Background: an optimization exercise with open tools, aiming at small area, a short achievable clock period and few clock cycles. Do not read the settings as production practice. Function was checked by simulation only, so behaviour that the tests miss may differ from the original. The clock input has no modelled driver; a real chip could not lean on it and would need a root buffer or a full tree. Power figures rest on the tool's default switching activity, not on a simulated workload.

==> run P: inputs <==
==> flow/design.v <==
module tslcf_deframer (
    input  wire       clk,
    input  wire       rst,
    input  wire       in_valid,
    output wire       in_ready,
    input  wire [1:0] in_kind,
    input  wire [7:0] in_data,
    output reg        b_valid,    
    output reg        e_valid,    
    output reg        a_valid,    
    output reg        fe_first,   
    output reg  [7:0] op_byte
);
    localparam [1:0] K_DATA  = 2'd0,
                     K_EOS   = 2'd1,
                     K_ABORT = 2'd2;
    localparam [1:0] HUNT0 = 2'd0,   
                     HUNT1 = 2'd1,   
                     BODY0 = 2'd2,   
                     BODY1 = 2'd3;   
    reg  [1:0] state;
    reg        pend_end;    
    reg        rdy;         
    assign in_ready = rdy;
    wire take   = in_valid && !fe_first;
    wire is_esc = (in_data == 8'hFE);
    wire is_stx = (in_data == 8'h02);
    always @(posedge clk) begin
        if (!fe_first)
            op_byte <= in_data;
    end
    wire k_data  = !in_kind[1] && !in_kind[0];
    wire k_eos   = !in_kind[1] &&  in_kind[0];
    wire k_abort =  in_kind[1] && !in_kind[0];
    wire s_hunt1 = (state == HUNT1);
    wire s_body0 = (state == BODY0);
    wire s_body1 = (state == BODY1);
    wire in_body = state[1];
    wire t_data  = take && k_data;
    wire t_stop  = take && (k_eos || k_abort);    
    reg [1:0] state_n;
    always @(*) begin
        state_n = state;
        if (t_stop)
            state_n = HUNT0;
        else if (t_data) begin
            case (state)
                HUNT0: if (is_esc) state_n = HUNT1;
                HUNT1: if (is_stx) state_n = BODY0; else if (!is_esc) state_n = HUNT0;
                BODY0: if (is_esc) state_n = BODY1;
                default: state_n = BODY0;
            endcase
        end
    end
    wire lone_x  = t_data && s_body1 && !is_esc && !is_stx;
    wire lone_e  = take && k_eos && s_body1;
    wire fe_n    = lone_x || lone_e;
    wire b_n     = fe_first ? !pend_end
                 : (t_data && ((s_body0 && !is_esc) || (s_body1 && !is_stx))) || lone_e;
    wire e_n     = fe_first ? pend_end
                 : (t_data && s_body1 && is_stx) || (take && k_eos && s_body0);
    wire a_n     = !fe_first && take && k_abort && in_body;
    always @(posedge clk) begin
        pend_end <= lone_e;    
        if (rst) begin
            state    <= HUNT0;
            b_valid  <= 1'b0;
            e_valid  <= 1'b0;
            a_valid  <= 1'b0;
            fe_first <= 1'b0;
            rdy      <= 1'b1;
        end else begin
            state    <= state_n;
            b_valid  <= b_n;
            e_valid  <= e_n;
            a_valid  <= a_n;
            fe_first <= fe_n;
            rdy      <= !fe_n;
        end
    end
endmodule
module tslcf_parser (
    input  wire        clk,
    input  wire        rst,
    input  wire        b_valid,
    input  wire        e_valid,
    input  wire        a_valid,
    input  wire        fe_first,
    input  wire [7:0]  op_byte,
    output reg         out_valid,
    output reg  [3:0]  out_tag,
    output reg  [15:0] out_data
);
    localparam [2:0] F_PBC    = 3'd1,
                     F_VERFLG = 3'd2,
                     F_SCREEN = 3'd3,
                     F_INDEX  = 3'd4,
                     F_CW     = 3'd5,
                     F_TLEN   = 3'd6;
    localparam [2:0] S_OK          = 3'd0,
                     S_TOOSHORT    = 3'd1,
                     S_LENMISMATCH = 3'd2,
                     S_TRUNCATED   = 3'd3,
                     S_UNSUPPORTED = 3'd4,
                     S_ABORTED     = 3'd5;
    reg  [2:0]  field;       
    reg         half;        
    reg         text;        
    reg         stop;        
    reg  [15:0] text_nleft;  
    reg  [15:0] len_nleft;   
    reg         len_over;    
    wire [15:0] text_inc, len_inc;
    assign text_inc[0] = !text_nleft[0];
    assign len_inc[0]  = !len_nleft[0];
    genvar gi;
    generate
        for (gi = 1; gi < 16; gi = gi + 1) begin : g_inc
            assign text_inc[gi] = text_nleft[gi] ^ (&text_nleft[gi-1:0]);
            assign len_inc[gi]  = len_nleft[gi]  ^ (&len_nleft[gi-1:0]);
        end
    endgenerate
    wire [7:0]  lo_byte = out_data[7:0];      
    wire [7:0]  byte_in = fe_first ? 8'hFE : op_byte;
    wire [15:0] field16 = {byte_in, lo_byte};
    wire f_pbc  = (field == F_PBC);
    wire f_cw   = (field == F_CW);
    wire f_tlen = (field == F_TLEN);
    wire header = (field == F_PBC) || (field == F_VERFLG) || (field == F_SCREEN);
    wire ev_text = b_valid && text;
    wire ev_lo   = b_valid && !text && !stop && !half;
    wire ev_hi   = b_valid && !text && !stop && half;
    wire ev_end  = e_valid || a_valid;
    reg  [2:0]  status;
    always @(*) begin
        if (a_valid)
            status = S_ABORTED;
        else if (header)
            status = S_TOOSHORT;
        else if (len_over || len_nleft != 16'hFFFF)
            status = S_LENMISMATCH;
        else if (stop)
            status = S_UNSUPPORTED;
        else if (field == F_INDEX && !half && !text)
            status = S_OK;
        else
            status = S_TRUNCATED;
    end
    always @(posedge clk) begin
        out_valid      <= ev_text || ev_hi || ev_end;
        out_tag[3]     <= ev_end;
        out_tag[2:0]   <= ev_end ? 3'd0 : ev_hi ? field : 3'd7;
        out_data[15:8] <= ev_hi ? byte_in : 8'd0;
        if (ev_end)
            out_data[7:0] <= {5'd0, status};
        else if (ev_text || ev_lo)
            out_data[7:0] <= byte_in;
    end
    always @(posedge clk) begin
        if (rst || ev_end) begin
            field <= F_PBC;
            half  <= 1'b0;
            text  <= 1'b0;
            stop  <= 1'b0;
        end else if (ev_text) begin
            text <= (text_nleft[15:1] != 15'h7FFF);
        end else if (ev_lo) begin
            half <= 1'b1;
        end else if (ev_hi) begin
            half <= 1'b0;
            case (field)
                F_PBC:    field <= F_VERFLG;
                F_VERFLG: field <= F_SCREEN;
                F_CW: begin
                    field <= F_TLEN;
                    stop  <= byte_in[7];
                end
                F_TLEN: begin
                    field <= F_INDEX;
                    text  <= (field16 != 16'd0);
                end
                F_SCREEN: field <= F_INDEX;
                default:  field <= F_CW;            
            endcase
        end
    end
    always @(posedge clk) begin
        if (ev_text)
            text_nleft <= text_inc;
        else if (ev_hi && f_tlen)
            text_nleft <= ~field16;
    end
    always @(posedge clk) begin
        if (b_valid) begin
            if (ev_hi && f_pbc) begin
                len_nleft <= ~field16;
                len_over  <= 1'b0;
            end else begin
                len_nleft <= len_inc;
                if (len_nleft == 16'hFFFF)
                    len_over <= 1'b1;
            end
        end
    end
endmodule
module tslcf_rx (
    input  wire        clk,
    input  wire        rst,
    input  wire        in_valid,
    output wire        in_ready,
    input  wire [1:0]  in_kind,
    input  wire [7:0]  in_data,
    output wire        out_valid,
    output wire [3:0]  out_tag,
    output wire [15:0] out_data
);
    wire       b_valid;
    wire       e_valid;
    wire       a_valid;
    wire       fe_first;
    wire [7:0] op_byte;
    tslcf_deframer u_deframer (
        .clk      (clk),
        .rst      (rst),
        .in_valid (in_valid),
        .in_ready (in_ready),
        .in_kind  (in_kind),
        .in_data  (in_data),
        .b_valid  (b_valid),
        .e_valid  (e_valid),
        .a_valid  (a_valid),
        .fe_first (fe_first),
        .op_byte  (op_byte)
    );
    tslcf_parser u_parser (
        .clk       (clk),
        .rst       (rst),
        .b_valid   (b_valid),
        .e_valid   (e_valid),
        .a_valid   (a_valid),
        .fe_first  (fe_first),
        .op_byte   (op_byte),
        .out_valid (out_valid),
        .out_tag   (out_tag),
        .out_data  (out_data)
    );
endmodule
==> flow/flow/run.sh <==
#!/bin/bash
# Standard layout with two changes:
#  - synthesis maps the logic with ABC's own script for the delay target
#    (ABC_CLOCK_PERIOD_IN_PS) and without extracting half/full adders; the
#    registers, their names and cells are those of the standard synthesis;
#  - the ports get plain buffers instead of delay cells.
set -euo pipefail
work=$(pwd)
cat > "$work/my_synth.tcl" <<EOT
proc abc {args} {
  set out {}
  set skip 0
  foreach a \$args {
    if {\$skip} { set skip 0; continue }
    if {\$a eq "-script"} { set skip 1; continue }
    lappend out \$a
  }
  yosys abc {*}\$out
}
proc extract_fa {args} {}
source $work/synth_recipe.tcl
EOT
sed "s#SYNTH_SCRIPT=[^ ]*#SYNTH_SCRIPT=$work/my_synth.tcl#" standard.sh > my_standard.sh
grep -q "SYNTH_SCRIPT=$work/my_synth.tcl" my_standard.sh
export BUFFER_PORTS_ARGS="-buffer_cell sky130_fd_sc_hd__buf_1"
bash my_standard.sh > flow.log 2>&1
==> flow/standard.sh <==
#!/bin/bash
# synth_recipe.tcl (not shown) runs the flow's synth.tcl, then flattens the netlist and writes it again
# the make line also repeats each setting of config.mk as NAME=value (left out here)
make -C /OpenROAD-flow-scripts/flow DESIGN_CONFIG=/design/flow/config.mk WORK_HOME=/design/flow/orfs CLKGATE_MAP_FILE= SYNTH_SCRIPT=/design/flow/synth_recipe.tcl "${@:-finish}"
==> flow/config.mk <==
export PLATFORM = sky130hd
export DESIGN_NAME = tslcf_rx
export DESIGN_NICKNAME = tslcf_rx
export VERILOG_FILES = /design/flow/design.v
export SDC_FILE = /design/flow/constraint.sdc
export NUM_CORES = 4
export LEC_CHECK = 0
export ABC_CLOCK_PERIOD_IN_PS = 1200
export CAP_MARGIN = 20
export CORE_MARGIN = 2
export CORE_UTILIZATION = 65
export CTS_BUF_LIST = sky130_fd_sc_hd__clkbuf_8
export CTS_CLUSTER_DIAMETER = 200
export CTS_CLUSTER_SIZE = 50
export PLACE_DENSITY = 0.75
export SETUP_SLACK_MARGIN = 2.2
export SLEW_MARGIN = 20
export TNS_END_PERCENT = 100
==> flow/constraint.sdc <==
create_clock -name core_clock -period 4.0 [get_ports {clk}]
set_input_delay 0.8000 -clock core_clock [delete_from_list [all_inputs] [get_ports {clk}]]
set_output_delay 0.8000 -clock core_clock [all_outputs]
set_load 0.01 [all_outputs]
==> run F (differences from run P) <==
--- a/flow/design.v
+++ b/flow/design.v
@@ -22,7 +22,13 @@
     reg        pend_end;    
-    reg        rdy;         
-    assign in_ready = rdy;
+    reg        nfe;         
+    assign in_ready = nfe;
+    always @(*) fe_first = !nfe;
     wire take   = in_valid && !fe_first;
-    wire is_esc = (in_data == 8'hFE);
-    wire is_stx = (in_data == 8'h02);
+    wire is_esc;
+    wire is_stx;
+    tslcf_bytecmp u_cmp (
+        .d   (in_data),
+        .esc (is_esc),
+        .stx (is_stx)
+    );
     always @(posedge clk) begin
@@ -69,4 +75,3 @@
             a_valid  <= 1'b0;
-            fe_first <= 1'b0;
-            rdy      <= 1'b1;
+            nfe      <= 1'b1;
         end else begin
@@ -76,6 +81,13 @@
             a_valid  <= a_n;
-            fe_first <= fe_n;
-            rdy      <= !fe_n;
-        end
-    end
+            nfe      <= !fe_n;
+        end
+    end
+endmodule
+module tslcf_bytecmp (
+    input  wire [7:0] d,
+    output wire       esc,    
+    output wire       stx     
+);
+    assign esc = (d == 8'hFE);
+    assign stx = (d == 8'h02);
 endmodule
@@ -98,3 +110,4 @@
                      F_CW     = 3'd5,
-                     F_TLEN   = 3'd6;
+                     F_TLEN   = 3'd6,
+                     F_STOP   = 3'd7;    
     localparam [2:0] S_OK          = 3'd0,
@@ -108,3 +121,2 @@
     reg         text;        
-    reg         stop;        
     reg  [15:0] text_nleft;  
@@ -129,2 +141,3 @@
     wire header = (field == F_PBC) || (field == F_VERFLG) || (field == F_SCREEN);
+    wire stop   = (field == F_STOP);
     wire ev_text = b_valid && text;
@@ -163,3 +176,2 @@
             text  <= 1'b0;
-            stop  <= 1'b0;
         end else if (ev_text) begin
@@ -173,6 +185,3 @@
                 F_VERFLG: field <= F_SCREEN;
-                F_CW: begin
-                    field <= F_TLEN;
-                    stop  <= byte_in[7];
-                end
+                F_CW:     field <= byte_in[7] ? F_STOP : F_TLEN;
                 F_TLEN: begin
==> flow/flow/run.sh (replaced) <==
#!/bin/bash
# Standard layout with two changes:
#  - the ports get plain buffers instead of delay cells;
#  - the clock tree is built by hand (flow/cts_hook.tcl, run by ORFS's cts
#    step before it would call clock_tree_synthesis): one root buffer driving
#    one buffer per cluster of registers, in place of TritonCTS's H-tree.
set -euo pipefail
work=$(pwd)
export BUFFER_PORTS_ARGS="-buffer_cell sky130_fd_sc_hd__buf_1"
export PRE_CTS_TCL="$work/flow/cts_hook.tcl"
bash standard.sh > flow.log 2>&1
==> flow/flow/cts_hook.tcl (new file) <==
# Clock tree by hand: the clock port drives K buffers, each driving a
# cluster of the registers (k-means on their placed positions).
proc manual_cts {K cbuf {rbuf ""}} {
  set block [ord::get_db_block]
  set clknet [$block findNet clk]
  set master [[ord::get_db] findMaster $cbuf]
  set sinks {}
  foreach it [$clknet getITerms] {
    set b [[$it getInst] getBBox]
    lappend sinks [list $it [expr {([$b xMin] + [$b xMax]) / 2.0}] [expr {([$b yMin] + [$b yMax]) / 2.0}]]
  }
  set sinks [lsort -real -index 1 $sinks]
  set n [llength $sinks]
  # initial centers: spread along x
  set cx {}; set cy {}
  for {set k 0} {$k < $K} {incr k} {
    set s [lindex $sinks [expr {int(($k + 0.5) * $n / $K)}]]
    lappend cx [lindex $s 1]; lappend cy [lindex $s 2]
  }
  for {set iter 0} {$iter < 30} {incr iter} {
    set sumx [lrepeat $K 0.0]; set sumy [lrepeat $K 0.0]; set cnt [lrepeat $K 0]
    set assign {}
    foreach s $sinks {
      set best 0; set bd 1e30
      for {set k 0} {$k < $K} {incr k} {
        set d [expr {abs([lindex $s 1] - [lindex $cx $k]) + abs([lindex $s 2] - [lindex $cy $k])}]
        if {$d < $bd} { set bd $d; set best $k }
      }
      lappend assign $best
      lset sumx $best [expr {[lindex $sumx $best] + [lindex $s 1]}]
      lset sumy $best [expr {[lindex $sumy $best] + [lindex $s 2]}]
      lset cnt $best [expr {[lindex $cnt $best] + 1}]
    }
    for {set k 0} {$k < $K} {incr k} {
      if {[lindex $cnt $k] > 0} {
        lset cx $k [expr {[lindex $sumx $k] / [lindex $cnt $k]}]
        lset cy $k [expr {[lindex $sumy $k] / [lindex $cnt $k]}]
      }
    }
  }
  set src $clknet
  if {$rbuf ne ""} {
    # one root buffer at the middle of the leaves
    set rinst [odb::dbInst_create $block [[ord::get_db] findMaster $rbuf] clkbuf_root]
    set src [odb::dbNet_create $block clknet_root]
    $src setSigType CLOCK
    [$rinst findITerm A] connect $clknet
    [$rinst findITerm X] connect $src
    set mx 0.0; set my 0.0
    for {set k 0} {$k < $K} {incr k} { set mx [expr {$mx + [lindex $cx $k]}]; set my [expr {$my + [lindex $cy $k]}] }
    $rinst setLocation [expr {int($mx / $K)}] [expr {int($my / $K)}]
    $rinst setPlacementStatus PLACED
  }
  for {set k 0} {$k < $K} {incr k} {
    set inst [odb::dbInst_create $block $master clkbuf_leaf_$k]
    set net [odb::dbNet_create $block clknet_leaf_$k]
    $net setSigType CLOCK
    [$inst findITerm A] connect $src
    [$inst findITerm X] connect $net
    $inst setLocation [expr {int([lindex $cx $k])}] [expr {int([lindex $cy $k])}]
    $inst setPlacementStatus PLACED
    lappend nets $net
  }
  foreach s $sinks a $assign {
    set it [lindex $s 0]
    $it disconnect
    $it connect [lindex $nets $a]
  }
  puts "manual_cts: $n sinks in $K clusters of [join $cnt { }]"
}

# ORFS's cts step calls clock_tree_synthesis: build the tree by hand instead,
# a root buffer driving one buffer per cluster of registers.
proc clock_tree_synthesis {args} {
  manual_cts 6 sky130_fd_sc_hd__clkbuf_8 sky130_fd_sc_hd__clkbuf_8
  set_propagated_clock [all_clocks]
}
ABC_CLOCK_PERIOD_IN_PS = not set   (was 1200)
CTS_BUF_LIST = not set   (was sky130_fd_sc_hd__clkbuf_8)
CTS_CLUSTER_DIAMETER = not set   (was 200)
CTS_CLUSTER_SIZE = not set   (was 50)
SYNTH_HIERARCHICAL = 1   (was not set)
SYNTH_MINIMUM_KEEP_SIZE = 0   (was not set)
==> run summary <==
- The synthesized area divided by synthesized cell count is 10.1 µm².
- In this run the number of cells on the critical path is 7.
- After detailed routing, the wire length on met1 is ~3700 µm.
- Among the stages of the critical path, the cell type that occurs most often is sky130_fd_sc_hd__and4_4.
- The run finished with no timing, DRC or antenna violations.
- The maximum level of the CTS H-tree is 3.
- The number of clock buffer instances in the layout is 11.
- Counting distinct cell types in the post-synthesis netlist gives 40.
- The adder-cell share of the synthesized area is 0%.
- Relative to the synthesized area, the layout overhead comes to 29.7%.
- The floorplan die height is 76.0 µm.
- In the synthesized netlist, the cells that appear most often are sky130_fd_sc_hd__nor2_1 (59), sky130_fd_sc_hd__edfxtp_1 (44), sky130_fd_sc_hd__dfxtp_1 (32).
- In this run the power density over the cells is roughly 360 nW/µm².
- CTS placed an instance of sky130_fd_sc_hd__clkbuf_8 at the clock tree root.
- The final worst setup slack is 2030 ps.
- The depth of the most critical reg-to-reg path is 7.
the above is filed under run P

==> run summary <==
- The final worst setup slack is between 2000 and 2500 ps.
- The depth of the most critical reg-to-reg path is 5.
- The floorplan die height is slightly below 80 µm.
- The routed length on met1 is between 3000 and 4000 µm.
- The area share of xor/xnor cells in the synthesized design is 5.55%.
- The power density over cell area is 299 nW/µm².
- The flow ran to the end and the layout has no timing, DRC or antenna violations.
- Relative to the synthesized area, the layout overhead comes to 18.4%.
- The commonest cells after synthesis are sky130_fd_sc_hd__nor2_1 (59), sky130_fd_sc_hd__edfxtp_1 (44), sky130_fd_sc_hd__nand2_1 (32).
- The critical path crosses 6 cells after its start point.
- The adder-cell share of the synthesized area is under 10%.
the above is filed under run F

Testbench counts of run P, summed over its fixed seeds: cycles 14,627.
Testbench counts of run F, summed over its fixed seeds: cycles 14,627.
In run F the design's own scripts or RTL, not TritonCTS, make the clock network.

static timing again, ports no longer ideal:
Ports are ideal in the flow. The routed layouts listed here were re-timed in OpenROAD. Step 1 sets driving cells, clkbuf_16 on the clock port and buf_2 on the other inputs (assumed; they add their load-dependent delay and slew). Step 2, shift: input delay + t, output delay - t, t = (earliest + latest rising clock arrival at the registers) / 2. This alone moves slack from input paths to output paths. Three values: ideal, step 1, step 2; two values: the first two.
run | t (ns) | slack for setup (ns) | worst setup path after step 2 | clock arrival spread, ns | cell pins on the clock port's net
run P | 0.374 | 2.028 / 2.028 / 1.713 | input to register | 0.011 / 0.010 | 1
run F | 0.356 | 2.210 / 2.192 / 1.850 | input to register | 0.027 / 0.027 | 1
After both steps every run listed still meets setup and hold. For run F, which loses most, drivers alone change the setup slack by -0.018 ns; drivers and shift together by -0.360 ns.
